This is an optimization exercise on Yosys and OpenROAD, whose aim is small area, not a production implementation. RTL that was checked went through simulation tests only; none was proved equivalent to the original. No functional check of the RTL was part of runs 5 to 7. No activity file was given, so power comes from the tool's default toggle rates.

## design/flow/run.sh

```bash
#!/bin/bash
# synth_recipe.tcl (not shown) runs the flow's synth.tcl, then flattens the netlist and writes it again
# the make line also repeats each setting of config.mk as NAME=value (left out here)
make -C /OpenROAD-flow-scripts/flow DESIGN_CONFIG=/design/flow/config.mk WORK_HOME=/design/flow/orfs CLKGATE_MAP_FILE= SYNTH_SCRIPT=/design/flow/synth_recipe.tcl finish
```

## design/flow/config.mk

```make
export PLATFORM = sky130hd
export DESIGN_NAME = sfr_top
export DESIGN_NICKNAME = sfr_top
export VERILOG_FILES = /design/flow/design.v
export SDC_FILE = /design/flow/constraint.sdc
export NUM_CORES = 4
export LEC_CHECK = 0
export CAP_MARGIN = 20
export CORE_MARGIN = 2
export CORE_UTILIZATION = 40
export SLEW_MARGIN = 20
```

## design/flow/constraint.sdc

```tcl
create_clock -name core_clock -period 10.0 [get_ports {clk}]
set_input_delay 2.0000 -clock core_clock [delete_from_list [all_inputs] [get_ports {clk}]]
set_output_delay 2.0000 -clock core_clock [all_outputs]
set_load 0.01 [all_outputs]
```

## design/flow/design.v

```verilog
module sfr_div (
    input  wire clk,
    input  wire en,       
    input  wire first,    
    input  wire cin0,     
    input  wire a,
    input  wire k,
    output wire sum,
    output wire cout
);
    reg  cy;
    wire ci = first ? cin0 : cy;
    assign sum  = a ^ k ^ ci;
    assign cout = (a & k) | (a & ci) | (k & ci);
    always @(posedge clk)
        if (en) cy <= cout;
endmodule
module sfr_top (
    input  wire        clk,
    input  wire        rst,
    input  wire        evt_valid,
    input  wire [31:0] evt_data,
    output wire        evt_ready,
    output wire        rec_valid,
    output wire [2:0]  rec_port,
    output wire        rec_last,
    output wire [7:0]  rec_data,
    output wire [15:0] status,
    output wire [31:0] config_word,
    output wire [31:0] baud_word,
    output wire [31:0] stage_word
);
    localparam [7:0] STX = 8'h02;
    localparam [2:0] P_ANY = 3'd3, P_TXP = 3'd4;
    localparam [1:0] RX_START = 2'd0, RX_LEN = 2'd1, RX_BODY = 2'd2;
    localparam [1:0] TX_IDLE = 2'd0, TX_WAIT = 2'd1, TX_SEND = 2'd2;
    localparam [2:0] R_NONE = 3'd0, R_OK = 3'd1, R_BCC = 3'd2, R_LEN = 3'd3,
                     R_LINE = 3'd4, R_TIMEOUT = 3'd5;
    localparam [1:0] F_TX_BUSY = 2'd1, F_CONFIG = 2'd2, F_ILLEGAL = 2'd3;
    localparam [23:0] C_RESID = 24'd158400;
    localparam [23:0] K_RESP  = 24'd211199;
    localparam [3:0] S_IDLE = 4'd0, S_MUL = 4'd1, S_TICK = 4'd2, S_RBL = 4'd3,
                     S_WR = 4'd4, S_EMW = 4'd5, S_EMH = 4'd6, S_EMA = 4'd7,
                     S_EMB = 4'd8;
    reg        run;
    reg [1:0]  rx_state;
    reg [6:0]  body_count;
    reg        resid_armed;
    reg [1:0]  tx_state;
    reg [2:0]  last_result;
    reg        fault;
    reg [1:0]  fault_cause;
    reg [4:0]  cfg_node;
    reg [3:0]  cfg_en;
    reg [23:0] cfg_baud;
    reg [23:0] baud_stage;
    reg [6:0]  lge;
    reg [6:0]  tx_len;
    reg        tx_adr5;
    reg [7:0]  bcc_acc;
    reg [2:0]  cls;         
    reg [3:0]  seq;
    reg [2:0]  pp;          
    reg [4:0]  p;           
    reg [5:0]  q;           
    reg        pa;          
    reg        r_exp, s_exp;
    reg [23:0] ra, rb;      
    reg [8*63-1:0] rxr, txr;
    assign status      = {5'd0, fault_cause, fault, last_result, run, tx_state, rx_state};
    assign config_word = {20'd0, cfg_en, 3'd0, cfg_node};
    assign baud_word   = {8'd0, cfg_baud};
    assign stage_word  = {8'd0, baud_stage};
    wire [3:0] op = evt_data[31:28];
    wire [7:0] d  = evt_data[7:0];
    reg legal;
    always @(*) begin
        case (op)
            4'h1:    legal = (evt_data[27:8] == 20'd0);
            4'h2:    legal = (evt_data[27:2] == 26'd0) && (evt_data[1:0] != 2'd3);
            4'h3:    legal = (evt_data[27:0] == 28'd0);
            4'h4:    legal = (evt_data[27:0] == 28'd0);
            4'h5:    legal = (evt_data[27:24] == 4'd0);
            4'h6:    legal = (evt_data[27:12] == 16'd0) && (evt_data[7:5] == 3'd0);
            4'h7:    legal = (evt_data[27:0] == 28'd0);
            default: legal = 1'b0;
        endcase
    end
    wire is_last_body = ({1'b0, body_count} + 8'd1 == {1'b0, lge});
    assign evt_ready  = (seq == S_IDLE);
    wire accept = evt_valid && evt_ready;
    wire [7:0] rx_out = rxr[8*62 +: 8];
    wire [7:0] rx_raw = rx_out ^ ((seq == S_EMA) ? (STX ^ {1'b0, lge}) : rxr[7:0]);
    wire [7:0] tx_out = txr[8*62 +: 8];
    wire       src_tx = (pp == P_TXP);
    wire [6:0] len    = src_tx ? tx_len : lge;
    wire       em_last = ({1'b0, q} + 7'd1 == len) || (q == 6'd0 && len[6]);
    wire       emitting = (seq == S_EMW && q == 6'd61) || seq == S_EMH ||
                          seq == S_EMA || seq == S_EMB;
    reg  [7:0] em_byte;
    always @(*) begin
        case (seq)
            S_EMW:   em_byte = STX;
            S_EMH:   em_byte = {1'b0, len};
            S_EMA:   em_byte = src_tx ? {2'b01, tx_adr5, cfg_node} : rx_raw;
            default: em_byte = src_tx ? tx_out : (em_last ? bcc_acc : rx_raw);
        endcase
    end
    assign rec_valid = emitting && (pp != P_ANY || cfg_en[3]);
    assign rec_port  = pp;
    assign rec_last  = (seq == S_EMB) && em_last;
    assign rec_data  = em_byte;
    wire rx_wr = (seq == S_WR) && q == body_count[5:0];
    wire tx_cp = (seq == S_EMA || seq == S_EMB) && pp == P_ANY && cls[2];
    wire [7:0] rx_in = rx_wr ? bcc_acc : rx_out;
    wire [7:0] tx_in = tx_cp ? em_byte : tx_out;
    always @(posedge clk) begin
        rxr <= {rxr[8*62-1:0], rx_in};
        txr <= {txr[8*62-1:0], tx_in};
    end
    wire in_pass = (seq == S_MUL) || (seq == S_TICK) || (seq == S_RBL);
    wire p0      = (p == 5'd0);
    wire go      = in_pass && (pa || p0);
    wire pdone   = go && (p == 5'd23);
    wire b       = cfg_baud[p];
    wire mul     = (seq == S_MUL);
    wire ra_en   = go && (mul || (seq == S_TICK && resid_armed && !r_exp));
    wire rb_en   = go && (seq == S_TICK) && tx_state == TX_WAIT && !s_exp;
    wire ra_sum, ra_co, rb_sum, rb_co;
    sfr_div u_ra (.clk(clk), .en(go), .first(p0), .cin0(!mul),
                  .a(ra[0] | (mul && body_count == 7'd0)),
                  .k(mul ? C_RESID[p] : !b), .sum(ra_sum), .cout(ra_co));
    sfr_div u_rb (.clk(clk), .en(go), .first(p0), .cin0(1'b1),
                  .a(rb[0]), .k(!b), .sum(rb_sum), .cout(rb_co));
    always @(posedge clk) begin
        ra <= {ra_en ? ra_sum : ra[0], ra[23:1]};
        rb <= {(go && seq == S_RBL) ? K_RESP[p] : rb_en ? rb_sum : rb[0], rb[23:1]};
        pa <= go && !pdone;
    end
    wire mir = cls[2];
    always @(posedge clk) begin
        if (rst) begin
            run         <= 1'b0;
            rx_state    <= RX_START;
            body_count  <= 7'd0;
            resid_armed <= 1'b0;
            tx_state    <= TX_IDLE;
            last_result <= R_NONE;
            fault       <= 1'b0;
            fault_cause <= 2'd0;
            cfg_node    <= 5'd0;
            cfg_en      <= 4'd0;
            cfg_baud    <= 24'd0;
            baud_stage  <= 24'd0;
            seq         <= S_IDLE;
            p           <= 5'd0;
            q           <= 6'd0;
        end else begin
            p <= (p == 5'd23) ? 5'd0 : p + 5'd1;
            q <= (q == 6'd62) ? 6'd0 : q + 6'd1;
            case (seq)
            S_IDLE: if (accept && !fault) begin
                if (!legal) begin
                    fault       <= 1'b1;
                    fault_cause <= F_ILLEGAL;
                end else begin
                    case (op)
                    4'h1: if (run) begin
                        case (rx_state)
                        RX_START: if (d == STX) rx_state <= RX_LEN;
                        RX_LEN: if (d >= 8'd2 && d <= 8'd64) begin
                            lge        <= d[6:0];
                            body_count <= 7'd0;
                            bcc_acc    <= STX ^ d;
                            r_exp      <= 1'b0;
                            resid_armed <= 1'b1;
                            rx_state   <= RX_BODY;
                            seq        <= S_MUL;
                        end else begin
                            last_result <= R_LEN;
                            rx_state    <= RX_START;
                            body_count  <= 7'd0;
                            resid_armed <= 1'b0;
                        end
                        default: if (!is_last_body) begin
                            bcc_acc    <= bcc_acc ^ d;
                            seq        <= S_WR;
                            if (body_count == 7'd0) begin
                                if (d[7])                              cls <= 3'd2;
                                else if (d[6] && d[4:0] == cfg_node)   cls <= {2'b10, d[5]};
                                else if (d[5])                         cls <= 3'd1;
                                else if (d[4:0] == cfg_node)           cls <= 3'd0;
                                else                                   cls <= 3'd3;
                            end
                        end else begin
                            rx_state    <= RX_START;
                            body_count  <= 7'd0;
                            resid_armed <= 1'b0;
                            if (bcc_acc != d) begin
                                last_result <= R_BCC;
                            end else begin
                                last_result <= R_OK;
                                if (mir && tx_state != TX_IDLE) begin
                                    fault       <= 1'b1;
                                    fault_cause <= F_TX_BUSY;
                                end else begin
                                    if (mir) begin
                                        tx_state <= TX_WAIT;
                                        tx_len   <= lge;
                                        tx_adr5  <= cls[0];
                                        s_exp    <= 1'b0;
                                    end
                                    if (!mir && cls != 3'd3 && cfg_en[cls[1:0]]) begin
                                        pp  <= cls;
                                        seq <= S_EMW;
                                    end else if (mir || cfg_en[3]) begin
                                        pp  <= P_ANY;
                                        seq <= S_EMW;
                                    end
                                end
                            end
                        end
                        endcase
                    end
                    4'h2: if (run) begin
                        if (rx_state != RX_START)
                            last_result <= R_LINE;
                        rx_state    <= RX_START;
                        body_count  <= 7'd0;
                        resid_armed <= 1'b0;
                    end
                    4'h3: begin
                        if (resid_armed && r_exp) begin
                            last_result <= R_TIMEOUT;
                            rx_state    <= RX_START;
                            body_count  <= 7'd0;
                            resid_armed <= 1'b0;
                        end
                        if (tx_state == TX_WAIT && s_exp) begin
                            tx_state <= TX_SEND;
                            pp       <= P_TXP;
                            seq      <= S_EMW;
                        end else begin
                            seq      <= S_TICK;
                        end
                    end
                    4'h4: if (tx_state == TX_SEND) tx_state <= TX_IDLE;
                    4'h5: baud_stage <= evt_data[23:0];
                    4'h6: begin
                        run         <= 1'b0;
                        rx_state    <= RX_START;
                        body_count  <= 7'd0;
                        resid_armed <= 1'b0;
                        if (tx_state == TX_WAIT) tx_state <= TX_IDLE;
                        if (baud_stage < 24'd155) begin
                            fault       <= 1'b1;
                            fault_cause <= F_CONFIG;
                        end else begin
                            cfg_node    <= evt_data[4:0];
                            cfg_en      <= evt_data[11:8];
                            cfg_baud    <= baud_stage;
                            last_result <= R_NONE;
                            run         <= 1'b1;
                        end
                    end
                    default: begin
                        run         <= 1'b0;
                        rx_state    <= RX_START;
                        body_count  <= 7'd0;
                        resid_armed <= 1'b0;
                        if (tx_state == TX_WAIT) tx_state <= TX_IDLE;
                    end
                    endcase
                end
            end
            S_MUL: if (pdone) begin
                if (is_last_body) begin
                    body_count <= 7'd0;
                    seq        <= S_IDLE;
                end else begin
                    body_count <= body_count + 7'd1;
                end
            end
            S_TICK: if (pdone) begin
                if (ra_en) r_exp <= !ra_co;
                if (rb_en) s_exp <= !rb_co;
                seq <= S_IDLE;
            end
            S_RBL: if (pdone) seq <= S_IDLE;
            S_WR: if (rx_wr) begin
                body_count <= body_count + 7'd1;
                seq        <= S_IDLE;
            end
            S_EMW: if (q == 6'd61) seq <= S_EMH;
            S_EMH: seq <= S_EMA;
            S_EMA: seq <= S_EMB;
            S_EMB: if (em_last) begin
                if (src_tx) begin
                    seq <= S_TICK;
                end else if (pp != P_ANY && cfg_en[3]) begin
                    pp  <= P_ANY;
                    seq <= S_EMW;
                end else if (pp == P_ANY && mir) begin
                    seq <= S_RBL;
                end else begin
                    seq <= S_IDLE;
                end
            end
            default: seq <= S_IDLE;
            endcase
        end
    end
endmodule
```

==> metrics.cfg, run 1 <==
[power_and_ir_drop]
peakVddDrop_mv = 0.1323
power_leakage_nw = 13.96
p_per_area_nw_per_um2 = 256.1
finalPower_w = 0.008956

[synth]
ys_seq_area_share_pct = 81.87
synth_cells = 2005
syn_area_per_cell_um2 = 14.60
synth_seq_cells = 1181
synth-edff-count = 33
async_flop_share_pct = 0
synth_cell_types = 75
ys_top_cells_by_area = dfxtp_1 (78%), edfxtp_1 (3.4%), mux2i_1 (2.7%)
synth_flop_cell = dfxtp_1
synthesis.area_um2 = 29280
ys_warn_count = 2
synthDominantCellAreaShare_pct = 78.49
yosys.area.top_type = dfxtp_1

[setup_path]
cp_slowest_stage_delay_ns = 0.79
slowest_stage = or3b_1
cp-start-kind = flop
endpoint_kind = output port
crit_chain = or3b_1 -> mux2i_1 -> xor2_1 -> nor3_1 -> a21oi_1 -> o2111a_1 -> nor3_1 -> o21ai_0 -> clkdlybuf4s50_1
crit_top_cell = nor3_1
crit_family = compound AO/OA/AOI/OAI gates
cp_max_fo = 20
cp.required_ns = 8.00
worst-endpoint-arrival_ns = 5.12
critPathLaunch = pp[0]
critPathBufInv = 1
timing.rr.start = pp[0]
criticalPathCategory = flop to output port

[global_route]
grt_pass1_vias = 14450
grt_usage_pct = 14.04
grt_max_degree = 70
antenna_found_initial = 0
grt-ovfl-total = 0
grt_pass1_wl_mm = 82.05

[die]
io_pins = 161
start_util_pct = 40.27
die_w_um = 274.6
core_region_area_um2 = 72710
die_h_um = 274.6
die_area_um2 = 75390
rows = 99

[flow_run]
maxCapViolations = 0

[place]
dpl.hpwl_mm = 32.95
gp_congestion = 0.8297
io_buffer_count = 116

[drt]
antenna_left = 0
wl_per_cell_um = 16.19
drt-pass1-iter-count = 7
routed_wl_mm = 52.15
vias_per_cell = 4.415
num_vias = 14220
drcViolationCount = 0
drtIter0Drc = 777

[cts]
clock_path_buffers = 3
clkTransAtPathRegs_ns = 0.06
cts_tree = done
htree_levels = 3
cts_sinks = 1181
cts_root_buf = clkbuf_16
cts_made_buffers = 106
clock_latency_ns = 0.67
hold_buffers = 0
post_cts_buffers = 0
ctsResizeCount = 0

[finish]
antenna_cells = 0
fin_nets = 2220
synthToLayoutAreaGrowth_pct = 19.41
drive_above_1_share_pct = 9.598
finish.utilization_pct = 48.09

[timing]
rsz0062_at_grt = no
final-max-slew-violation-count = 0
max_freq_mhz = 140.5
fin_tns_setup_ns = 0
tightest_slew_ns = 0.9204
final-setup-viol-count = 0
hold_violations = 0
finClkSkew_ns = 0.02110
period_needed_ns = 7.118
max-slew-margin-rel_pct = 37.99
whs_ns = 0.3092
finalCritPeriodShare_pct = 71.18

[status]
status = finished clean

[min_path]
hp-class = flop to flop
min_from = rxr[340]

through the flow:
stage | instance area, um2 | instances | setup WS [ns]
after floorplan | 29440 | 2048 | 5.471
after global placement | 31270 | 3025 | 3.883
after detailed placement | 31270 | 3025 | 3.795
after CTS | 34960 | 3220 | 3.041
after global routing | 34960 | 3220 | 2.543
final | 34960 | 3220 | 2.882
final timing paths:
check | cells past startpoint | slack [ns] | endpoint
setup / recovery | 9 | 2.88 | rec_data[2]
hold / removal | 0 | 0.31 | rxr[348]
setup reg to reg | 8 | 6.04 | seq[2]
hold reg to reg | 0 | 0.31 | rxr[348]
report_power, final:
part           total (W)  switching [W]  internal [W]
Combinational  0.0000913      0.0000549     0.0000364
Sequential       0.00474     0.00000957       0.00473
Clock            0.00413        0.00171       0.00242
Total            0.00896        0.00177       0.00719
worst register-to-register path: stages, from the launching register on:
cell and delay [ns]:
edfxtp_1 0.49, or3b_1 0.79, mux2i_1 0.49, xor2_1 0.18
nor3_1 0.07, a21oi_1 0.72, o21ai_0 0.48, nand3b_1 0.29
mux2_1 0.34
area by class of cell:
type	instances	area, um2
fill	6205	37750
multi-input combinational	739	4803
clock inverter	53	675.6
sequential	1181	23970
clock buffer	142	3010
timing repair buffer	125	1224
inverter	21	78.83
tap	959	1200
flip-flops by register name, summed over array words and instances (netlist names), 7 cells and up:
| name | cells |
|---|---|
| rb | 24 |
| lge | 7 |
| tx_len | 7 |
| rxr | 504 |
| ra | 24 |
| cfg_baud | 24 |
| body_count | 7 |
| txr | 504 |
| bcc_acc | 8 |
| baud_stage | 24 |
logic make-up (layout without fill, tap and decap cells):
logic type,after synthesis,in the layout,synth area share [%]
other,1,44,0.01281
multiplexers,96,96,3.585
flip-flops,1181,1181,81.87
AND/OR/NAND/NOR,360,360,6.157
adder cells (fa/ha/maj),11,11,0.5213
AO/OA/AOI/OAI,171,171,3.833
XOR/XNOR,57,57,1.705
buffers and inverters,128,341,2.316
per-layer routing:
metal / track usage [%] / routed length, um
met5: 0 / 0
met4: 6.279 / 2007
met3: 3.963 / 3123
met2: 20.58 / 21840
met1: 19.33 / 25180
synthesized netlist by cell type, drive strengths merged (3+ instances only):
cell type and instances:
and3 8, a31oi 11, a21oi 43, clkbuf 46, o21ai 44, o22a 6
nand3 24, xor2 16, a21o 6, nor2b 11, mux4 6, nor2 131
a311oi 3, dfxtp 1148, o21a 9, or4 6, or3 6, nor3b 8
o211ai 5, nand4b 5, nor4bb 3, nand2 70, o22ai 4, nand3b 4
and2 5, a221oi 4, nor4b 4, o31ai 4, nor4 10, a211oi 6
xnor2 41, buf 61, o32ai 3, nand2b 19, inv 21, edfxtp 33
nor3 29, nand4 8, mux2i 79, mux2 11, ha 9
cell usage in the layout, fill, tap and decap left out, types with 6 or more instances in the layout:
cell | Yosys | final
dfxtp_1 | 1148 | 1148
nand2_1 | 70 | 70
mux2i_1 | 79 | 79
buf_4 | 50 | 9
bufinv_16 | 0 | 11
xor2_1 | 16 | 16
conb_1 | 1 | 44
xnor2_1 | 41 | 41
clkbuf_8 | 0 | 18
clkinv_2 | 0 | 17
or4_1 | 6 | 6
a21oi_1 | 42 | 42
inv_1 | 21 | 21
clkdlybuf4s50_1 | 0 | 115
inv_6 | 0 | 6
nand3_1 | 23 | 22
o21ai_0 | 43 | 43
o22a_1 | 6 | 6
clkinvlp_4 | 0 | 9
nand2b_1 | 19 | 19
and3_1 | 8 | 8
mux4_2 | 6 | 6
nor2_1 | 131 | 131
nor2b_1 | 11 | 11
nor4_1 | 10 | 10
clkbuf_16 | 0 | 108
nor3_1 | 29 | 29
o21a_1 | 9 | 9
edfxtp_1 | 33 | 33
a211oi_1 | 6 | 6
nand4_1 | 8 | 8
a31oi_1 | 11 | 11
ha_1 | 9 | 9
mux2_2 | 10 | 10
a21o_1 | 6 | 6
clkbuf_1 | 46 | 16
nor3b_1 | 7 | 7
==> run 2: changes to the inputs <==
==> design/flow/flow/run.sh (new file) <==
#!/bin/bash
# Standard ORFS layout (the standard.sh, standard synthesis unchanged) with
# two placement/CTS options changed:
#  - port buffers use the smallest buffer (buf_1) instead of the default pick;
#  - CTS uses larger sink clusters and no dummy loads.
# All tool output goes to standard.log here; ORFS's own per-step logs stay
# under orfs/logs.
set -euo pipefail
cd "$(dirname "$0")/.."
CTS="-sink_clustering_enable -repair_clock_nets -dont_use_dummy_load"
CTS="$CTS -buf_list sky130_fd_sc_hd__clkbuf_8 -sink_clustering_size 16 -sink_clustering_max_diameter 60"
bash standard.sh \
  "BUFFER_PORTS_ARGS=-buffer_cell sky130_fd_sc_hd__buf_1" \
  "CTS_ARGS=$CTS" \
  finish > standard.log 2>&1
==> design/flow/standard.sh (new file) <==
#!/bin/bash
# synth_recipe.tcl (not shown) runs the flow's synth.tcl, then flattens the netlist and writes it again
# the make line also repeats each setting of config.mk as NAME=value (left out here)
make -C /OpenROAD-flow-scripts/flow DESIGN_CONFIG=/design/flow/config.mk WORK_HOME=/design/flow/orfs CLKGATE_MAP_FILE= SYNTH_SCRIPT=/design/flow/synth_recipe.tcl "${@:-finish}"
--- a/design/flow/config.mk
+++ b/design/flow/config.mk
@@ -7,5 +7,5 @@
 export LEC_CHECK = 0
 export CAP_MARGIN = 20
 export CORE_MARGIN = 2
-export CORE_UTILIZATION = 40
+export CORE_UTILIZATION = 70
 export SLEW_MARGIN = 20
removed: design/flow/run.sh
==> run 2 against run 1 <==
Net effect: register-to-register slack worse by 0.04 ns; final cell count is 17% lower; clock skew is 0.064 ns higher; critical path type unchanged; sequential share of layout area is 8.2 points higher; routed wire length is 0.78% higher; global-route usage is 11 points higher.
==> metrics.cfg, run 2 <==
[finish]
antenna_cells = 0
reg_top3 = rxr: 504 flops, txr: 504 flops
multi_input_area_um2 = 4803
layout_common_cells = dfxtp_1 (1148), nor2_1 (131), buf_1 (115), clkbuf_8 (86), mux2i_1 (79)
final_common_cell = dfxtp_1
fin_nets = 2202
drive_above_1_share_pct = 5.850
fill_cells = 2349
regArea_um2 = 23970
synthToLayoutAreaGrowth_pct = 6.632

[setup_path]
worst-endpoint-arrival_ns = 4.22
crit_chain = or3b_1 -> buf_4 -> mux2i_1 -> xor2_1 -> nor3_1 -> a21oi_1 -> o21ai_0 -> nor3b_1 -> o21ai_0 -> buf_1
endpoint_kind = output port
cp.required_ns = 8.00
critPathBufInv = 2
crit_top_cell = o21ai_0
crit_family = compound AO/OA/AOI/OAI gates
cp-start-kind = flop
slowest_stage = a21oi_1
cp_slowest_stage_delay_ns = 0.71
cp_max_fo = 20
regToRegSetupSlack_ns = 6.00
criticalPathCategory = flop to output port

[timing]
finClkSkew_ns = 0.08510
hold_violations = 0
final-max-slew-violation-count = 0
whs_ns = 0.2781
fin_tns_setup_ns = 0
tightest_slew_ns = 1.009
finalCritPeriodShare_pct = 62.19
max_freq_mhz = 160.8
period_needed_ns = 6.219
rsz0062_at_grt = no
final-setup-viol-count = 0
max-slew-margin-rel_pct = 32.71

[die]
core_region_area_um2 = 41020
start_util_pct = 71.39
rows = 74
die_h_um = 208.5
die_area_um2 = 43480
io_pins = 161
die_w_um = 208.5

[power_and_ir_drop]
power_leakage_nw = 12.52
peakVddDrop_mv = 0.1769
p_per_area_nw_per_um2 = 220.8

[global_route]
grt-ovfl-total = 0
grt_usage_pct = 24.65
grt_pass1_vias = 14270
grt_max_degree = 87
antenna_found_initial = 0
grt_pass1_wl_mm = 82.00

[drt]
num_vias = 14010
wl_per_cell_um = 19.57
vias_per_cell = 5.217
antenna_left = 0
drtIter0Drc = 947
drt-pass1-iter-count = 5
routed_wl_mm = 52.55
drcViolationCount = 0

[synth]
ys_warn_count = 2
synth_seq_cells = 1181
ys_seq_area_share_pct = 81.87
async_flop_share_pct = 0
synth_most_common_cell = dfxtp_1
synth_flop_cell = dfxtp_1
synthDominantCellAreaShare_pct = 78.49
synth-edff-count = 33
synth_cells = 2005
ys_top_cells_by_count = dfxtp_1 (1148), nor2_1 (131), mux2i_1 (79)
syn_area_per_cell_um2 = 14.60
synth_cell_types = 75
yosys.area.top_type = dfxtp_1
synthesis.area_um2 = 29280
ys_top_cells_by_area = dfxtp_1 (78%), edfxtp_1 (3.4%), mux2i_1 (2.7%)

[place]
gp_congestion = 0.9431
dpl.hpwl_mm = 33.39
io_buffer_count = 116

[cts]
clkTransAtPathRegs_ns = 0.09
hold_buffers = 0
cts_tree = done
ctsResizeCount = 0
cts_made_buffers = 86
cts_root_buf = clkbuf_8
clock_latency_ns = 0.67
clock_path_buffers = 3
post_cts_buffers = 0
htree_levels = 3
cts_sinks = 1181

[min_path]
hp-class = flop to flop

[flow_run]
maxCapViolations = 0

[status]
status = finished clean

## run 2: cell counts after synthesis
Identical to the previous run, type by type.
## run 2: worst paths after layout
kind                         to  depth (start not counted)     startpoint
hold / removal          txr[10]                          0         txr[2]
setup / recovery    rec_data[3]                         10          pp[0]
setup reg to reg  body_count[2]                          8  body_count[0]
hold reg to reg         txr[10]                          0         txr[2]
## run 2: layout make-up
type / instances / area share, %
flip-flops and latches: 1181 / 76.78
multi-input cells: 739 / 15.38
clock buffers: 86 / 3.791
well taps: 532 / 2.132
repair buffers: 127 / 1.663
inverters: 21 / 0.2525
## run 2: cells by family (layout without fill, tap and decap cells)
kind of cell / after synthesis / count (layout) / synth area share (%)
other: 1 / 44 / 0.01281
DFF: 1181 / 1181 / 81.87
buffers and inverters: 128 / 234 / 2.316
muxes: 96 / 96 / 3.585
AOI/OAI and AO/OA: 171 / 171 / 3.833
and+or+nand+nor: 360 / 360 / 6.157
xor gates and xnor gates: 57 / 57 / 1.705
adders and majority gates: 11 / 11 / 0.5213
## run 2: worst register-to-register path: cells and delay by family, from the launching register on
kind	cells	cell delay [ns]
AOI/OAI and AO/OA	4	1.89
adders and majority gates	1	0.32
and+or+nand+nor	3	1.17
DFF	1	0.51
## run 2: per-layer routing
layer / global-route usage [%] / vias to the layer above / share of wire, %
met3: 4.725 / 95 / 4.9
met4: 7.616 / 0 / 2.6
met2: 41.43 / 398 / 49
met1: 32.65 / 6753 / 44
met5: 0 / - / 0
li1: - / 6767 / -
## run 2: power by group
group / total [W] / internal, W / switching (W)
Sequential: 0.00473 / 0.00472 / 0.00000828
Combinational: 0.0000803 / 0.0000255 / 0.0000548
Clock: 0.00208 / 0.000773 / 0.00131
## run 2: through the flow
step / power (W) / setup WS [ns] / cells / utilization (%) / cell area, um2
floorplan: 0.004907 / 5.471 / 2048 / - / 29440
global placement: 0.004920 / 4.654 / 2600 / 73.22 / 30030
detailed placement: 0.004921 / 4.541 / 2600 / 73.22 / 30030
CTS: 0.006943 / 3.845 / 2686 / 76.11 / 31220
global route: 0.007109 / 3.566 / 2686 / 76.12 / 31220
finish: 0.006893 / 3.781 / 2686 / 76.12 / 31220
==> run 3: changes to the inputs <==
--- a/design/flow/design.v
+++ b/design/flow/design.v
@@ -45,7 +45,6 @@
     reg        run;
     reg [1:0]  rx_state;
     reg [6:0]  body_count;
-    reg        resid_armed;
     reg [1:0]  tx_state;
     reg [2:0]  last_result;
     reg        fault;
@@ -86,6 +85,7 @@
             default: legal = 1'b0;
         endcase
     end
+    wire resid_armed  = (rx_state == RX_BODY);
     wire is_last_body = ({1'b0, body_count} + 8'd1 == {1'b0, lge});
     assign evt_ready  = (seq == S_IDLE);
     wire accept = evt_valid && evt_ready;
@@ -142,8 +142,6 @@
         if (rst) begin
             run         <= 1'b0;
             rx_state    <= RX_START;
-            body_count  <= 7'd0;
-            resid_armed <= 1'b0;
             tx_state    <= TX_IDLE;
             last_result <= R_NONE;
             fault       <= 1'b0;
@@ -173,15 +171,12 @@
                             body_count <= 7'd0;
                             bcc_acc    <= STX ^ d;
                             r_exp      <= 1'b0;
-                            resid_armed <= 1'b1;
                             rx_state   <= RX_BODY;
                             seq        <= S_MUL;
                         end else begin
                             last_result <= R_LEN;
                             rx_state    <= RX_START;
-                            body_count  <= 7'd0;
-                            resid_armed <= 1'b0;
-                        end
+                                        end
                         default: if (!is_last_body) begin
                             bcc_acc    <= bcc_acc ^ d;
                             seq        <= S_WR;
@@ -194,9 +189,7 @@
                             end
                         end else begin
                             rx_state    <= RX_START;
-                            body_count  <= 7'd0;
-                            resid_armed <= 1'b0;
-                            if (bcc_acc != d) begin
+                                            if (bcc_acc != d) begin
                                 last_result <= R_BCC;
                             end else begin
                                 last_result <= R_OK;
@@ -226,16 +219,12 @@
                         if (rx_state != RX_START)
                             last_result <= R_LINE;
                         rx_state    <= RX_START;
-                        body_count  <= 7'd0;
-                        resid_armed <= 1'b0;
-                    end
+                                end
                     4'h3: begin
                         if (resid_armed && r_exp) begin
                             last_result <= R_TIMEOUT;
                             rx_state    <= RX_START;
-                            body_count  <= 7'd0;
-                            resid_armed <= 1'b0;
-                        end
+                                        end
                         if (tx_state == TX_WAIT && s_exp) begin
                             tx_state <= TX_SEND;
                             pp       <= P_TXP;
@@ -249,9 +238,7 @@
                     4'h6: begin
                         run         <= 1'b0;
                         rx_state    <= RX_START;
-                        body_count  <= 7'd0;
-                        resid_armed <= 1'b0;
-                        if (tx_state == TX_WAIT) tx_state <= TX_IDLE;
+                                    if (tx_state == TX_WAIT) tx_state <= TX_IDLE;
                         if (baud_stage < 24'd155) begin
                             fault       <= 1'b1;
                             fault_cause <= F_CONFIG;
@@ -266,9 +253,7 @@
                     default: begin
                         run         <= 1'b0;
                         rx_state    <= RX_START;
-                        body_count  <= 7'd0;
-                        resid_armed <= 1'b0;
-                        if (tx_state == TX_WAIT) tx_state <= TX_IDLE;
+                                    if (tx_state == TX_WAIT) tx_state <= TX_IDLE;
                     end
                     endcase
                 end
--- a/design/flow/config.mk
+++ b/design/flow/config.mk
@@ -7,5 +7,6 @@
 export LEC_CHECK = 0
 export CAP_MARGIN = 20
 export CORE_MARGIN = 2
-export CORE_UTILIZATION = 70
+export CORE_UTILIZATION = 85
+export PLACE_DENSITY = 0.9
 export SLEW_MARGIN = 20
==> run 3 against run 2 <==
Net effect: the run now fails in detailed placement (3_5_place_dp); synthesized cell count down 3.2%; synthesized area down 0.80%.
==> metrics.cfg, run 3 <==
[status]
haltStage = detailed placement (3_5_place_dp)
status = stopped before the end
error = [ERROR DPL-0033] detailed placement checks failed during check placement.

[place]
io_buffer_count = 116
dpl.hpwl_mm = 46.34
gp_congestion = 0.8939

[synth]
ys_top_cells_by_count = dfxtp_1 (1140), nor2_1 (133), mux2i_1 (88)
syn_area_per_cell_um2 = 14.96
synth_seq_cells = 1180
ys_top_cells_by_area = dfxtp_1 (79%), edfxtp_1 (4.1%), mux2i_1 (3.0%)
synthesis.area_um2 = 29050
synth_flop_cell = dfxtp_1
async_flop_share_pct = 0
yosys.area.top_type = dfxtp_1
synth_cells = 1941
synth_cell_types = 72
ys_warn_count = 2
synth_most_common_cell = dfxtp_1
ys_seq_area_share_pct = 82.71
synth-edff-count = 40
synthDominantCellAreaShare_pct = 78.57

[die]
start_util_pct = 86.41
die_w_um = 188.9
io_pins = 161
die_h_um = 188.9
rows = 67

==> run 3: cell count changes after synthesis, sizes merged, moves of 6 or more <==
cell and change:
nand2 -23, o21ai -18, buf -11, mux2i +10, nor3 -10, or3 +10
nand3 -9, dfxtp -8, clkbuf +7, edfxtp +7, o21a -7, xnor2 -6
xor2 +6
==> run 3: cell families after synthesis <==
logic type,count (synthesis),share of synthesized area (%)
DFF,1180,82.71
and+or+nand+nor,317,5.367
AOI/OAI and AO/OA,143,3.205
buffers and inverters,120,2.223
muxes,111,4.165
xor gates and xnor gates,58,1.796
adders and majority gates,11,0.5255
other,1,0.01291
==> run 3: stage by stage <==
stage	power (W)	area, um2	worst slack [ns]	instances	hold WS (ns)
global placement	0.004912	29680	4.288	2452	0.3112
floorplan	0.004905	29210	4.450	1984	0.3096
==> run 3: power groups by stage <==
stage | combinational (W) | clock (W) | sequential [W]
after global placement | 0.0000730 | 0 | 0.00484
after floorplan | 0.0000705 | 0 | 0.00483
==> run 3: worst max-delay path by stage <==
stage | start | to | slack (ns)
after global placement | evt_data[4] | tx_len[3] | 4.29
after floorplan | evt_data[4] | body_count[0] | 4.45
==> run 4: changes to the inputs <==
--- a/design/flow/config.mk
+++ b/design/flow/config.mk
@@ -7,6 +7,5 @@
 export LEC_CHECK = 0
 export CAP_MARGIN = 20
 export CORE_MARGIN = 2
-export CORE_UTILIZATION = 85
-export PLACE_DENSITY = 0.9
+export CORE_UTILIZATION = 70
 export SLEW_MARGIN = 20
==> run 4 against run 3 <==
Net effect: the run now finishes clean; synthesized cell count did not move; synthesized area did not move.
==> metrics.cfg, run 4 <==
[cts]
cts_root_buf = clkbuf_8
cts_tree = done
clock_latency_ns = 0.67
hold_buffers = 0
clock_path_buffers = 3
ctsResizeCount = 0
cts_made_buffers = 85
post_cts_buffers = 0
clkTransAtPathRegs_ns = 0.10
htree_levels = 3
cts_sinks = 1180

[synth]
synth_flop_cell = dfxtp_1
ys_top_cells_by_count = dfxtp_1 (1140), nor2_1 (133), mux2i_1 (88)
syn_area_per_cell_um2 = 14.96
ys_top_cells_by_area = dfxtp_1 (79%), edfxtp_1 (4.1%), mux2i_1 (3.0%)
synthDominantCellAreaShare_pct = 78.57
synth_seq_cells = 1180
synthesis.area_um2 = 29050
async_flop_share_pct = 0
synth_cell_types = 72
synth-edff-count = 40
ys_warn_count = 2
synth_cells = 1941
ys_seq_area_share_pct = 82.71
synth_most_common_cell = dfxtp_1
yosys.area.top_type = dfxtp_1

[timing]
period_needed_ns = 6.336
rsz0062_at_grt = no
final-setup-viol-count = 0
fin_tns_setup_ns = 0
final-max-slew-violation-count = 0
hold_violations = 0
finClkSkew_ns = 0.07510
tightest_slew_ns = 1.041
whs_ns = 0.2943
finalCritPeriodShare_pct = 63.36
max-slew-margin-rel_pct = 28.77
max_freq_mhz = 157.8

[finish]
reg_top3 = rxr: 504 flops, txr: 504 flops
synthToLayoutAreaGrowth_pct = 6.651
drive_above_1_share_pct = 6.265
antenna_cells = 0
fin_nets = 2139
layout_common_cells = dfxtp_1 (1140), nor2_1 (133), buf_1 (115), mux2i_1 (88), clkbuf_8 (85)
fin_cells = 2623
final_common_cell = dfxtp_1

[drt]
wl_per_cell_um = 19.00
drtIter0Drc = 1067
antenna_left = 0
drt-pass1-iter-count = 6
routed_wl_mm = 49.83
top_layer = met4
met3_length_mm = 2.485
wl_met2_mm = 23.69
drcViolationCount = 0
num_vias = 13500
vias_per_cell = 5.147
wl_met1_mm = 22.06

[setup_path]
criticalPathCategory = flop to output port
critPathLaunch = pp[0]
cp_max_fo = 23
endpoint_kind = output port
timing.rr.start = pp[0]
worst-endpoint-arrival_ns = 4.34
cp-start-kind = flop
cp.required_ns = 8.00

[global_route]
grt_max_degree = 84
grt_usage_pct = 23.52
antenna_found_initial = 0
grt-ovfl-total = 0
grt_pass1_vias = 13930
grt_pass1_wl_mm = 78.94

[die]
start_util_pct = 70.98
die_area_um2 = 43140
die_h_um = 207.7
rows = 74
die_w_um = 207.7
io_pins = 161
core_region_area_um2 = 40920

[status]
status = finished clean

[place]
io_buffer_count = 116
gp_congestion = 0.8900
dpl.hpwl_mm = 30.93
place_inst = 2538

[power_and_ir_drop]
sw_frac_of_total_pct = 19.99
comb_power_share_pct = 1.1
power_leakage_nw = 12.46
switchingPower_w = 0.001377
p_per_area_nw_per_um2 = 222.4
peakVddDrop_mv = 0.1797
seqPwrFrac_pct = 68.6
clockPowerShare_pct = 30.2
p_int_w = 0.005512

[min_path]
min_from = rxr[1]
hp-class = flop to flop

[flow_run]
maxCapViolations = 0

-- run 4: cell counts after synthesis --
Identical to the previous run, type by type.
-- run 4: area by class of cell --
type	instances	area [um2]
sequential	1180	24020
inverter	17	63.81
multi-input combinational	684	4552
tap	532	665.6
fill	2358	9946
clock buffer	85	1170
timing repair buffer	125	504.2
-- run 4: cell families after synthesis --
family | count (synthesis) | share of synthesized area [%]
simple gates | 317 | 5.367
buf+inv | 120 | 2.223
flops | 1180 | 82.71
compound gates | 143 | 3.205
fa+ha+maj | 11 | 0.5255
mux | 111 | 4.165
other cells | 1 | 0.01291
xor+xnor | 58 | 1.796
-- run 4: path summary, 6_finish.rpt --
path / end / slack (ns) / cells past startpoint
max: rec_data[6] / 3.66 / 9
min: rxr[9] / 0.29 / 0
max reg2reg: pp[2] / 6.09 / 8
min reg2reg: rxr[9] / 0.29 / 0
-- run 4: power groups by stage --
stage,logic (W),registers (W),clock network (W)
after floorplan,0.0000705,0.00483,0
after detailed placement,0.0000761,0.00484,0
final,0.0000784,0.00473,0.00208
after global routing,0.0000855,0.00473,0.00228
after CTS,0.0000765,0.00473,0.00213
after global placement,0.0000741,0.00484,0
-- run 4: layer usage --
| layer | GRT usage, % | vias up |
|---|---|---|
| met4 | 8.535 | 0 |
| met5 | 0 | - |
| met2 | 38.71 | 447 |
| met3 | 4.342 | 114 |
| met1 | 31.57 | 6403 |
| li1 | - | 6536 |
-- run 4: per-stage QoR --
stage	util (%)	worst slack [ns]	power [W]	area [um2]
floorplan	-	4.450	0.004905	29210
global placement	72.82	4.215	0.004914	29800
detailed placement	72.84	4.071	0.004916	29810
CTS	75.70	3.525	0.006938	30980
global route	75.70	3.363	0.007094	30980
finish	75.70	3.664	0.006889	30980
-- run 4: worst max-delay path, cell delays in order (launching register included) --
cell and delay (ns):
edfxtp_1 0.53, or3b_1 0.41, buf_4 0.25, mux2i_2 0.29
xnor3_1 0.35, or3_1 0.33, o21ai_1 0.47, mux2_2 0.40
o311ai_1 0.46, buf_1 0.23
==> run 5: changes to the inputs <==
--- a/design/flow/design.v
+++ b/design/flow/design.v
@@ -55,7 +55,6 @@
     reg [23:0] baud_stage;
     reg [6:0]  lge;
     reg [6:0]  tx_len;
-    reg        tx_adr5;
     reg [7:0]  bcc_acc;
     reg [2:0]  cls;         
     reg [3:0]  seq;
@@ -90,9 +89,10 @@
     assign evt_ready  = (seq == S_IDLE);
     wire accept = evt_valid && evt_ready;
     wire [7:0] rx_out = rxr[8*62 +: 8];
-    wire [7:0] rx_raw = rx_out ^ ((seq == S_EMA) ? (STX ^ {1'b0, lge}) : rxr[7:0]);
     wire [7:0] tx_out = txr[8*62 +: 8];
     wire       src_tx = (pp == P_TXP);
+    wire [7:0] cur    = src_tx ? tx_out : rx_out;
+    wire [7:0] prev   = src_tx ? txr[7:0] : rxr[7:0];
     wire [6:0] len    = src_tx ? tx_len : lge;
     wire       em_last = ({1'b0, q} + 7'd1 == len) || (q == 6'd0 && len[6]);
     wire       emitting = (seq == S_EMW && q == 6'd61) || seq == S_EMH ||
@@ -102,8 +102,8 @@
         case (seq)
             S_EMW:   em_byte = STX;
             S_EMH:   em_byte = {1'b0, len};
-            S_EMA:   em_byte = src_tx ? {2'b01, tx_adr5, cfg_node} : rx_raw;
-            default: em_byte = src_tx ? tx_out : (em_last ? bcc_acc : rx_raw);
+            S_EMA:   em_byte = cur ^ STX ^ {1'b0, len};
+            default: em_byte = em_last ? prev : (cur ^ prev);
         endcase
     end
     assign rec_valid = emitting && (pp != P_ANY || cfg_en[3]);
@@ -113,7 +113,7 @@
     wire rx_wr = (seq == S_WR) && q == body_count[5:0];
     wire tx_cp = (seq == S_EMA || seq == S_EMB) && pp == P_ANY && cls[2];
     wire [7:0] rx_in = rx_wr ? bcc_acc : rx_out;
-    wire [7:0] tx_in = tx_cp ? em_byte : tx_out;
+    wire [7:0] tx_in = tx_cp ? rx_out : tx_out;
     always @(posedge clk) begin
         rxr <= {rxr[8*62-1:0], rx_in};
         txr <= {txr[8*62-1:0], tx_in};
@@ -182,7 +182,7 @@
                             seq        <= S_WR;
                             if (body_count == 7'd0) begin
                                 if (d[7])                              cls <= 3'd2;
-                                else if (d[6] && d[4:0] == cfg_node)   cls <= {2'b10, d[5]};
+                                else if (d[6] && d[4:0] == cfg_node)   cls <= 3'd4;
                                 else if (d[5])                         cls <= 3'd1;
                                 else if (d[4:0] == cfg_node)           cls <= 3'd0;
                                 else                                   cls <= 3'd3;
@@ -200,7 +200,6 @@
                                     if (mir) begin
                                         tx_state <= TX_WAIT;
                                         tx_len   <= lge;
-                                        tx_adr5  <= cls[0];
                                         s_exp    <= 1'b0;
                                     end
                                     if (!mir && cls != 3'd3 && cfg_en[cls[1:0]]) begin
--- a/design/flow/config.mk
+++ b/design/flow/config.mk
@@ -5,6 +5,7 @@
 export SDC_FILE = /design/flow/constraint.sdc
 export NUM_CORES = 4
 export LEC_CHECK = 0
+export ABC_AREA = 1
 export CAP_MARGIN = 20
 export CORE_MARGIN = 2
 export CORE_UTILIZATION = 70
==> run 5 against run 4 <==
Net effect: routed wire length rose by 23%; clock power is essentially flat; sequential share of layout area fell by 0.98 points; utilization shrank 0.49 points; clock-buffer cell count is the same; hold slack worse by 0.023 ns; die area grew 1.1%; flip-flop and latch count fell by 1; critical path depth rose by 7; clock skew up 0.017 ns; first-iteration DRC count is 22% higher; largest cell class unchanged; highest routed layer unchanged.
==> metrics.cfg, run 5 <==
[status]
status = finished clean

[finish]
antenna_cells = 0
fill_cells = 2383
fin_cells = 3020
final_common_cell = dfxtp_1
layout_common_cells = dfxtp_1 (1140), nand2_1 (303), inv_1 (167), nor2_1 (154), o21ai_0 (125)
synthToLayoutAreaGrowth_pct = 6.720
reg_top3 = rxr: 504 flops, txr: 504 flops
design_area_um2 = 31330
fin_nets = 2529
finish.utilization_pct = 75.20
drive_above_1_share_pct = 4.232

[timing]
max_freq_mhz = 170.7
tightest_slew_ns = 1.106
fin_tns_setup_ns = 0
period_needed_ns = 5.857
final-setup-viol-count = 0
fin_ws_ns = 4.143
hold_violations = 0
finalCritPeriodShare_pct = 58.57
rsz0062_at_grt = no
max-slew-margin-rel_pct = 25.83
final-max-slew-violation-count = 0
finClkSkew_ns = 0.09196

[synth]
synth_flop_cell = dfxtp_1
ys_top_cells_by_count = dfxtp_1 (1140), nand2_1 (303), inv_1 (167)
yosys.area.top_type = dfxtp_1
ys_top_cells_by_area = dfxtp_1 (78%), edfxtp_1 (4.0%), nand2_1 (3.9%)
synthDominantCellAreaShare_pct = 77.73
ys_seq_area_share_pct = 81.72
ys_warn_count = 2
synth_seq_cells = 1179
synth_cell_types = 50
synth_cells = 2316
synth_most_common_cell = dfxtp_1
synth-edff-count = 39
synthesis.area_um2 = 29360
syn_area_per_cell_um2 = 12.68
async_flop_share_pct = 0

[power_and_ir_drop]
clockPowerShare_pct = 30.5
power_leakage_nw = 12.93
switchingPower_w = 0.001421
sw_frac_of_total_pct = 20.49
comb_power_share_pct = 1.3
peakVddDrop_mv = 0.1896
seqPwrFrac_pct = 68.2
p_per_area_nw_per_um2 = 221.2
p_int_w = 0.005512

[setup_path]
cp.required_ns = 8.00
crit_family = simple AND/OR/NAND/NOR gates
criticalPathCategory = flop to output port
crit_top_cell = nand2_1
cp-start-kind = flop
endpoint_kind = output port
slowest_stage = nor2_1
worst-endpoint-arrival_ns = 3.86
critPathBufInv = 2
crit_chain = nor2_1 -> nand2_1 -> buf_4 -> nand2_1 -> nand2_1 -> nand2_1 -> nand2_1 -> nand2_1 -> nor2_1 -> nand2_1 -> nand2_1 -> nor2_1 -> xor2_1 -> nand2_1 -> nand2_1 -> buf_1
cp_slowest_stage_delay_ns = 0.63
cp_max_fo = 39

[cts]
post_cts_buffers = 0
cts_made_buffers = 85
ctsResizeCount = 0
clock_path_buffers = 3
clock_latency_ns = 0.69
cts_sinks = 1179
clkTransAtPathRegs_ns = 0.10
cts_tree = done
htree_levels = 3
cts_root_buf = clkbuf_8
hold_buffers = 0

[die]
core_region_area_um2 = 41670
start_util_pct = 70.47
rows = 75
die_area_um2 = 43600
die_h_um = 208.8
io_pins = 161
die_w_um = 208.8

[drt]
wl_per_cell_um = 20.35
drtIter0Drc = 1307
routed_wl_mm = 61.47
antenna_left = 0
drcViolationCount = 0
drt-pass1-iter-count = 5
vias_per_cell = 5.261
num_vias = 15890

[global_route]
grt_pass1_vias = 16430
grt_pass1_wl_mm = 95.25
grt-ovfl-total = 0
grt_usage_pct = 28.72
antenna_found_initial = 1
grt_max_degree = 70

[place]
place_inst = 2934
gp_congestion = 0.9175
dp_slack_ns = 4.899
placed_area_um2 = 30140
io_buffer_count = 116
dpl.hpwl_mm = 40.09

[min_path]
hp-class = flop to flop

[flow_run]
maxCapViolations = 0

[run 5: layer usage]
| layer | vias to the layer above | GRT usage [%] | part of all wire (%) |
|---|---|---|---|
| met2 | 681 | 49.47 | 49 |
| met1 | 7531 | 35.86 | 40 |
| met5 | - | 0 | 0 |
| li1 | 7509 | - | - |
| met3 | 166 | 4.809 | 5.8 |
| met4 | 0 | 12.78 | 4.4 |
[run 5: power groups by stage]
| stage | clock (W) | combinational, W | sequential, W |
|---|---|---|---|
| CTS | 0.00215 | 0.0000855 | 0.00473 |
| finish | 0.00211 | 0.0000882 | 0.00473 |
| floorplan | 0 | 0.0000708 | 0.00484 |
| global route | 0.00231 | 0.0000978 | 0.00473 |
| detailed placement | 0 | 0.0000851 | 0.00484 |
| global placement | 0 | 0.0000822 | 0.00484 |
[run 5: path summary, 6_finish.rpt]
| kind | depth (start not counted) | end | startpoint | slack [ns] |
|---|---|---|---|---|
| max | 16 | rec_data[4] | pp[0] | 4.14 |
| min | 0 | ra[3] | ra[4] | 0.27 |
| max reg2reg | 8 | body_count[0] | seq[0] | 6.68 |
| min reg2reg | 0 | ra[3] | ra[4] | 0.27 |
[run 5: logic make-up after synthesis]
| family | count (synthesis) | share of synthesized area [%] |
|---|---|---|
| other | 1 | 0.01277 |
| xor gates and xnor gates | 19 | 0.5668 |
| muxes | 2 | 0.06819 |
| buffers and inverters | 254 | 3.980 |
| AOI/OAI and AO/OA | 260 | 4.756 |
| and+or+nand+nor | 590 | 8.378 |
| adders and majority gates | 11 | 0.5199 |
| DFF | 1179 | 81.72 |
[run 5: worst reg2reg max path, stage by stage (launching register included)]
cell and delay [ns]:
dfxtp_1 0.44, nor2_1 0.16, nand2_1 0.35, inv_1 0.36
a21oi_1 0.29, o21ai_0 0.16, a21oi_1 0.15, o211ai_1 0.10
a211oi_1 0.93
[run 5: per-stage QoR]
step / power (W) / hold slack, ns
3_3_place_gp: 0.004922 / 0.3118
4_1_cts: 0.006969 / 0.2765
3_5_place_dp: 0.004925 / 0.3121
5_1_grt: 0.007140 / 0.2711
2_1_floorplan: 0.004907 / 0.3096
6_report: 0.006932 / 0.2715
[run 5: area by class of cell]
type                            instances  area [um2]  area share [%]
Sequential cell                      1179       23990           76.57
Multi-Input combinational cell        926        4373           13.96
Clock buffer                           85        1170           3.734
Tap cell                              539       674.4           2.152
Inverter                              170       638.1           2.036
Timing Repair Buffer                  121       485.5           1.549
==> run 6: changes to the inputs <==
--- a/design/flow/flow/run.sh
+++ b/design/flow/flow/run.sh
@@ -8,7 +8,7 @@
 set -euo pipefail
 cd "$(dirname "$0")/.."
 CTS="-sink_clustering_enable -repair_clock_nets -dont_use_dummy_load"
-CTS="$CTS -buf_list sky130_fd_sc_hd__clkbuf_8 -sink_clustering_size 16 -sink_clustering_max_diameter 60"
+CTS="$CTS -buf_list sky130_fd_sc_hd__clkbuf_4 -sink_clustering_size 10 -sink_clustering_max_diameter 30"
 bash standard.sh \
   "BUFFER_PORTS_ARGS=-buffer_cell sky130_fd_sc_hd__buf_1" \
   "CTS_ARGS=$CTS" \
--- a/design/flow/config.mk
+++ b/design/flow/config.mk
@@ -5,8 +5,7 @@
 export SDC_FILE = /design/flow/constraint.sdc
 export NUM_CORES = 4
 export LEC_CHECK = 0
-export ABC_AREA = 1
 export CAP_MARGIN = 20
 export CORE_MARGIN = 2
-export CORE_UTILIZATION = 70
+export CORE_UTILIZATION = 75
 export SLEW_MARGIN = 20
==> run 6 against run 5 <==
Net effect: global-route usage is 1.4 points higher; register-to-register slack worse by 0.42 ns; hold slack worse by 0.0078 ns; flip-flop and latch count stayed put; routed wire length is 2.0% lower; synthesized cell count is 12% lower; fmax is 9.9% lower; critical endpoint is now rec_data[1]; largest cell class unchanged.
==> metrics.cfg, run 6 <==
[cts]
post_cts_buffers = 0
clkTransAtPathRegs_ns = 0.10
ctsResizeCount = 0
clock_latency_ns = 0.87
htree_levels = 4
cts_made_buffers = 149
hold_buffers = 0
cts_tree = done
clock_path_buffers = 3
cts_root_buf = clkbuf_4
cts_sinks = 1179

[synth]
ys_warn_count = 2
ys_top_cells_by_count = dfxtp_1 (1140), nand2_1 (168), a21oi_1 (96)
synthesis.area_um2 = 29210
synthDominantCellAreaShare_pct = 78.14
yosys.area.top_type = dfxtp_1
ys_seq_area_share_pct = 82.15
synth_seq_cells = 1179
synth_flop_cell = dfxtp_1
async_flop_share_pct = 0
synth_cells = 2033
synth_cell_types = 79
synth_most_common_cell = dfxtp_1
syn_area_per_cell_um2 = 14.37
synth-edff-count = 39
ys_top_cells_by_area = dfxtp_1 (78%), edfxtp_1 (4.0%), nand2_1 (2.2%)

[die]
core_region_area_um2 = 38560
start_util_pct = 75.75
die_h_um = 201.3
io_pins = 161
die_area_um2 = 40540
rows = 72
die_w_um = 201.3

[setup_path]
cp-start-kind = flop
worst-endpoint-arrival_ns = 4.50
endpoint_kind = output port
cp.required_ns = 8.00
cp_max_fo = 18
criticalPathCategory = flop to output port

[finish]
reg_top3 = rxr: 504 flops, txr: 504 flops
fin_nets = 2287
final_common_cell = dfxtp_1
fin_cells = 2758
layout_common_cells = dfxtp_1 (1140), nand2_1 (168), clkbuf_4 (149), buf_1 (115), a21oi_1 (95)
synthToLayoutAreaGrowth_pct = 6.327
drive_above_1_share_pct = 9.022

[drt]
antenna_left = 0
wl_met1_mm = 23.78
drt-pass1-iter-count = 6
top_layer = met5
wl_per_cell_um = 21.83
drtIter0Drc = 1062
routed_wl_mm = 60.22
drcViolationCount = 0
num_vias = 15300
vias_per_cell = 5.549
met3_length_mm = 4.657
wl_met2_mm = 29.15

[power_and_ir_drop]
finalPower_w = 0.006897
power_leakage_nw = 12.02
p_per_area_nw_per_um2 = 222.1
peakVddDrop_mv = 0.1498

[place]
gp_congestion = 0.9495
dpl.hpwl_mm = 37.08
place_inst = 2607
dp_slack_ns = 4.359
io_buffer_count = 116

[timing]
period_needed_ns = 6.500
max_freq_mhz = 153.8
fin_ws_ns = 3.500
max-slew-margin-rel_pct = 18.31
rsz0062_at_grt = no
final-setup-viol-count = 0
hold_violations = 0
finClkSkew_ns = 0.1121
fin_tns_setup_ns = 0
final-max-slew-violation-count = 0
finalCritPeriodShare_pct = 65.00
tightest_slew_ns = 1.213

[global_route]
grt_pass1_wl_mm = 92.54
grt-ovfl-total = 0
grt_usage_pct = 30.16
antenna_found_initial = 5
grt_max_degree = 80
grt_pass1_vias = 16120

[min_path]
hp-class = flop to flop

[status]
status = finished clean

[flow_run]
maxCapViolations = 0

## run 6: logic make-up after synthesis
kind of cell	after synthesis	synth area share, %
other	1	0.01284
DFF	1179	82.15
and+or+nand+nor	373	6.160
xor gates and xnor gates	59	1.816
adders and majority gates	11	0.5226
muxes	51	2.095
buffers and inverters	135	2.399
AOI/OAI and AO/OA	224	4.849
## run 6: final cells by class
| cell class | instances | area, um2 |
|---|---|---|
| clock buffers | 149 | 1119 |
| fillers | 1997 | 7501 |
| flip-flops and latches | 1179 | 23990 |
| multi-input cells | 762 | 4702 |
| repair buffers | 125 | 501.7 |
| well taps | 518 | 648.1 |
| diodes | 1 | 2.502 |
| inverters | 24 | 90.09 |
## run 6: path summary, 6_finish.rpt
check	depth (start not counted)	endpoint	from	slack (ns)
worst max-delay path	9	rec_data[1]	pp[0]	3.50
worst min-delay path	0	rxr[321]	rxr[313]	0.26
worst max register to register	8	seq[1]	pp[0]	6.26
worst min register to register	0	rxr[321]	rxr[313]	0.26
## run 6: critical path, cell delays in order, from the launching register on
cell,delay [ns]
edfxtp_1,0.46
or3b_2,0.80
mux2i_1,0.61
xor2_1,0.18
nor4_1,0.31
buf_4,0.29
a31oi_1,0.15
xnor2_1,0.21
a221oi_1,0.39
buf_1,0.27
## run 6: layer usage
metal,up-vias,global-route usage [%]
li1,7015,-
met1,7365,37.36
met2,721,48.93
met3,198,8.422
met4,4,15.26
met5,-,0
## run 6: metrics by stage
step | hold WS, ns | utilization, % | cell area, um2
6_report | 0.2638 | 80.55 | 31060
3_3_place_gp | 0.3100 | 77.57 | 29910
4_1_cts | 0.2558 | 80.47 | 31030
3_5_place_dp | 0.3121 | 77.57 | 29910
2_1_floorplan | 0.3096 | - | 29370
5_1_grt | 0.2682 | 80.55 | 31060
## run 6: power by group
| part | switching, W | internal, W | leakage, nW |
|---|---|---|---|
| clock network | 0.00138 | 0.000688 | 0.686 |
| logic | 0.0000671 | 0.0000288 | 1.79 |
| registers | 0.0000111 | 0.00473 | 9.55 |
| total | 0.00145 | 0.00544 | 12.0 |
==> run 7: changes to the inputs <==
--- a/design/flow/flow/run.sh
+++ b/design/flow/flow/run.sh
@@ -8,7 +8,7 @@
 set -euo pipefail
 cd "$(dirname "$0")/.."
 CTS="-sink_clustering_enable -repair_clock_nets -dont_use_dummy_load"
-CTS="$CTS -buf_list sky130_fd_sc_hd__clkbuf_4 -sink_clustering_size 10 -sink_clustering_max_diameter 30"
+CTS="$CTS -buf_list sky130_fd_sc_hd__clkbuf_8 -sink_clustering_size 20 -sink_clustering_max_diameter 40"
 bash standard.sh \
   "BUFFER_PORTS_ARGS=-buffer_cell sky130_fd_sc_hd__buf_1" \
   "CTS_ARGS=$CTS" \
==> run 7 against run 6 <==
Net effect: hold slack worse by 0.0046 ns; clock-buffer cell count is 59 lower; final cell count shrank 2.1%; synthesized cell count unchanged; critical path depth shrank 1; sequential share of layout area is 0.29 points lower; fmax is essentially flat; first-iteration DRC count is 3.9% lower; power increased by 0.89%; global-route usage down 2.1 points; clock skew decreased by 0.020 ns; critical path type unchanged; critical endpoint is now rec_data[6]; largest cell class unchanged.
==> metrics.cfg, run 7 <==
[synth]
ys_top_cells_by_area = dfxtp_1 (78%), edfxtp_1 (4.0%), nand2_1 (2.2%)
ys_warn_count = 2
synthesis.area_um2 = 29210
async_flop_share_pct = 0
syn_area_per_cell_um2 = 14.37
ys_seq_area_share_pct = 82.15
synth_seq_cells = 1179
synth_cells = 2033
synth_most_common_cell = dfxtp_1
synth-edff-count = 39
synthDominantCellAreaShare_pct = 78.14
yosys.area.top_type = dfxtp_1
ys_top_cells_by_count = dfxtp_1 (1140), nand2_1 (168), a21oi_1 (96)
synth_flop_cell = dfxtp_1
synth_cell_types = 79

[global_route]
grt_use_met1_pct = 37.25
use_met3_pct = 6.511
antenna_found_initial = 3
grt-ovfl-total = 0
grt_pass1_vias = 15090
grt_usage_pct = 28.08
use_met2_pct = 44.48
grt_max_degree = 80
grt_most_used_layer = met2
grt_pass1_wl_mm = 86.79

[cts]
ctsResizeCount = 0
cts_root_buf = clkbuf_8
hold_buffers = 0
clock_path_buffers = 3
clock_latency_ns = 0.69
clkTransAtPathRegs_ns = 0.08
cts_tree = done
cts_sinks = 1179
htree_levels = 3
cts_made_buffers = 90
post_cts_buffers = 0

[setup_path]
cp-start-kind = flop
slowest_stage = o21bai_1
crit_chain = or3b_2 -> a21oi_1 -> o21ai_0 -> o21bai_1 -> a311oi_1 -> xor2_1 -> a22oi_1 -> buf_1
cp_max_fo = 18
reg2reg_depth = 7
cp.required_ns = 8.00
criticalPathCategory = flop to output port
worst-endpoint-arrival_ns = 4.49
cp_slowest_stage_delay_ns = 0.90
endpoint_kind = output port

[drt]
wl_per_cell_um = 20.79
num_vias = 14820
antenna_left = 0
drcViolationCount = 0
vias_per_cell = 5.485
drt-pass1-iter-count = 5
drtIter0Drc = 1021
routed_wl_mm = 56.15

[power_and_ir_drop]
peakVddDrop_mv = 0.1687
finalPower_w = 0.006959
power_leakage_nw = 11.97
p_per_area_nw_per_um2 = 223.2

[status]
status = finished clean

[timing]
finClkSkew_ns = 0.09244
max_freq_mhz = 154.0
hold_violations = 0
fin_tns_setup_ns = 0
rsz0062_at_grt = no
finalCritPeriodShare_pct = 64.94
max-slew-margin-rel_pct = 23.76
final-setup-viol-count = 0
final-max-slew-violation-count = 0
period_needed_ns = 6.494
tightest_slew_ns = 1.132

[die]
core_region_area_um2 = 38560
die_area_um2 = 40540
die_w_um = 201.3
io_pins = 161
die_h_um = 201.3
start_util_pct = 75.75
rows = 72

[min_path]
hp-class = flop to flop
hold_depth = 0

[place]
dpl.hpwl_mm = 37.08
place_inst = 2607
placed_area_um2 = 29910
io_buffer_count = 116
gp_congestion = 0.9495

[flow_run]
maxCapViolations = 0

[finish]
fin_cells = 2701
fin_nets = 2229
fill_cells = 1949
multi_input_area_um2 = 4691
design_area_um2 = 31170
layout_common_cells = dfxtp_1 (1140), nand2_1 (168), buf_1 (115), a21oi_1 (95), clkbuf_8 (90)
drive_above_1_share_pct = 6.511
synthToLayoutAreaGrowth_pct = 6.734
regArea_um2 = 23990
reg_top3 = rxr: 504 flops, txr: 504 flops
final_common_cell = dfxtp_1

[run 7: cell counts after synthesis]
Identical to the previous run, type by type.
[run 7: final timing paths]
| path | startpoint | to | slack, ns |
|---|---|---|---|
| max | pp[0] | rec_data[6] | 3.51 |
| min | rxr[411] | rxr[419] | 0.26 |
| max reg2reg | pp[0] | seq[1] | 5.99 |
| min reg2reg | rxr[411] | rxr[419] | 0.26 |
[run 7: cell families (layout without fill, tap and decap cells)]
logic type	Yosys count	in the layout	share of synthesized area, %
adder cells (fa/ha/maj)	11	11	0.5226
AND/OR/NAND/NOR	373	373	6.160
buffers and inverters	135	240	2.399
other	1	46	0.01284
AO/OA/AOI/OAI	224	224	4.849
flip-flops	1179	1179	82.15
multiplexers	51	51	2.095
XOR/XNOR	59	59	1.816
[run 7: stage by stage]
step | hold WS, ns | worst slack [ns] | util (%)
floorplan | 0.3096 | 4.953 | -
global placement | 0.3100 | 4.417 | 77.57
detailed placement | 0.3121 | 4.359 | 77.57
CTS | 0.2634 | 3.563 | 80.78
global route | 0.2657 | 3.471 | 80.84
finish | 0.2592 | 3.506 | 80.85
[run 7: per-layer routing]
layer  up-vias  routed length, um  part of all wire, %
li1       6867                  -                    -
met4         0               2437                  4.3
met5         -                  0                    0
met1      7071              23120                   41
met3       168               4303                  7.7
met2       709              26290                   47
[run 7: critical path, delay by kind of cell, from the launching register on]
| family | cells | cell delay (ns) |
|---|---|---|
| AO/OA/AOI/OAI | 5 | 2.11 |
| XOR/XNOR | 1 | 0.24 |
| buffers and inverters | 1 | 0.20 |
| flip-flops | 1 | 0.47 |
| AND/OR/NAND/NOR | 1 | 0.80 |
[run 7: report_power, final]
part	internal [W]	total, W	switching (W)
Combinational	0.0000286	0.0000942	0.0000656
Clock	0.000806	0.00213	0.00132
Sequential	0.00473	0.00474	0.0000110
[run 7: area by class of cell]
cell class / count / area share, %
Multi-Input combinational cell: 762 / 15.05
Timing Repair Buffer: 126 / 1.633
Clock buffer: 90 / 3.973
Tap cell: 518 / 2.079
Inverter: 24 / 0.2890
Antenna cell: 2 / 0.01605
Sequential cell: 1179 / 76.96

static timing again, ports no longer ideal:
No port has a modelled driver above. Below, the same layouts with a new extraction and two added sets of constraints. Step 1 sets driving cells, clkbuf_16 on the clock port and buf_2 on the other inputs (assumed; they add their load-dependent delay and slew). Step 2 also shifts input and output timing later by t, the mid clock arrival at the registers, as if the neighbouring blocks saw the same clock. Slacks: no drivers / after step 1 / after step 2; pairs: no drivers / after step 1.
| run | shift t [ns] | slack for setup (ns) | worst setup path after step 2 | latest minus earliest clock arrival (ns) | worst register clock-pin slew, ns |
|---|---|---|---|---|---|
| run 1 | 0.716 | 2.882 / 2.820 / 3.536 | register to output | 0.024 / 0.024 | 0.07 / 0.07 |
| run 2 | 0.679 | 3.781 / 3.728 / 4.407 | register to output | 0.096 / 0.096 | 0.10 / 0.10 |
| run 4 | 0.684 | 3.664 / 3.612 / 3.943 | input to register | 0.085 / 0.085 | 0.10 / 0.10 |
| run 5 | 0.702 | 4.143 / 4.086 / 4.788 | register to output | 0.094 / 0.094 | 0.11 / 0.11 |
| run 6 | 0.877 | 3.500 / 3.443 / 4.321 | register to output | 0.123 / 0.123 | 0.12 / 0.12 |
| run 7 | 0.700 | 3.506 / 3.451 / 4.150 | register to output | 0.097 / 0.097 | 0.12 / 0.12 |
After both steps every run listed still meets setup and hold.
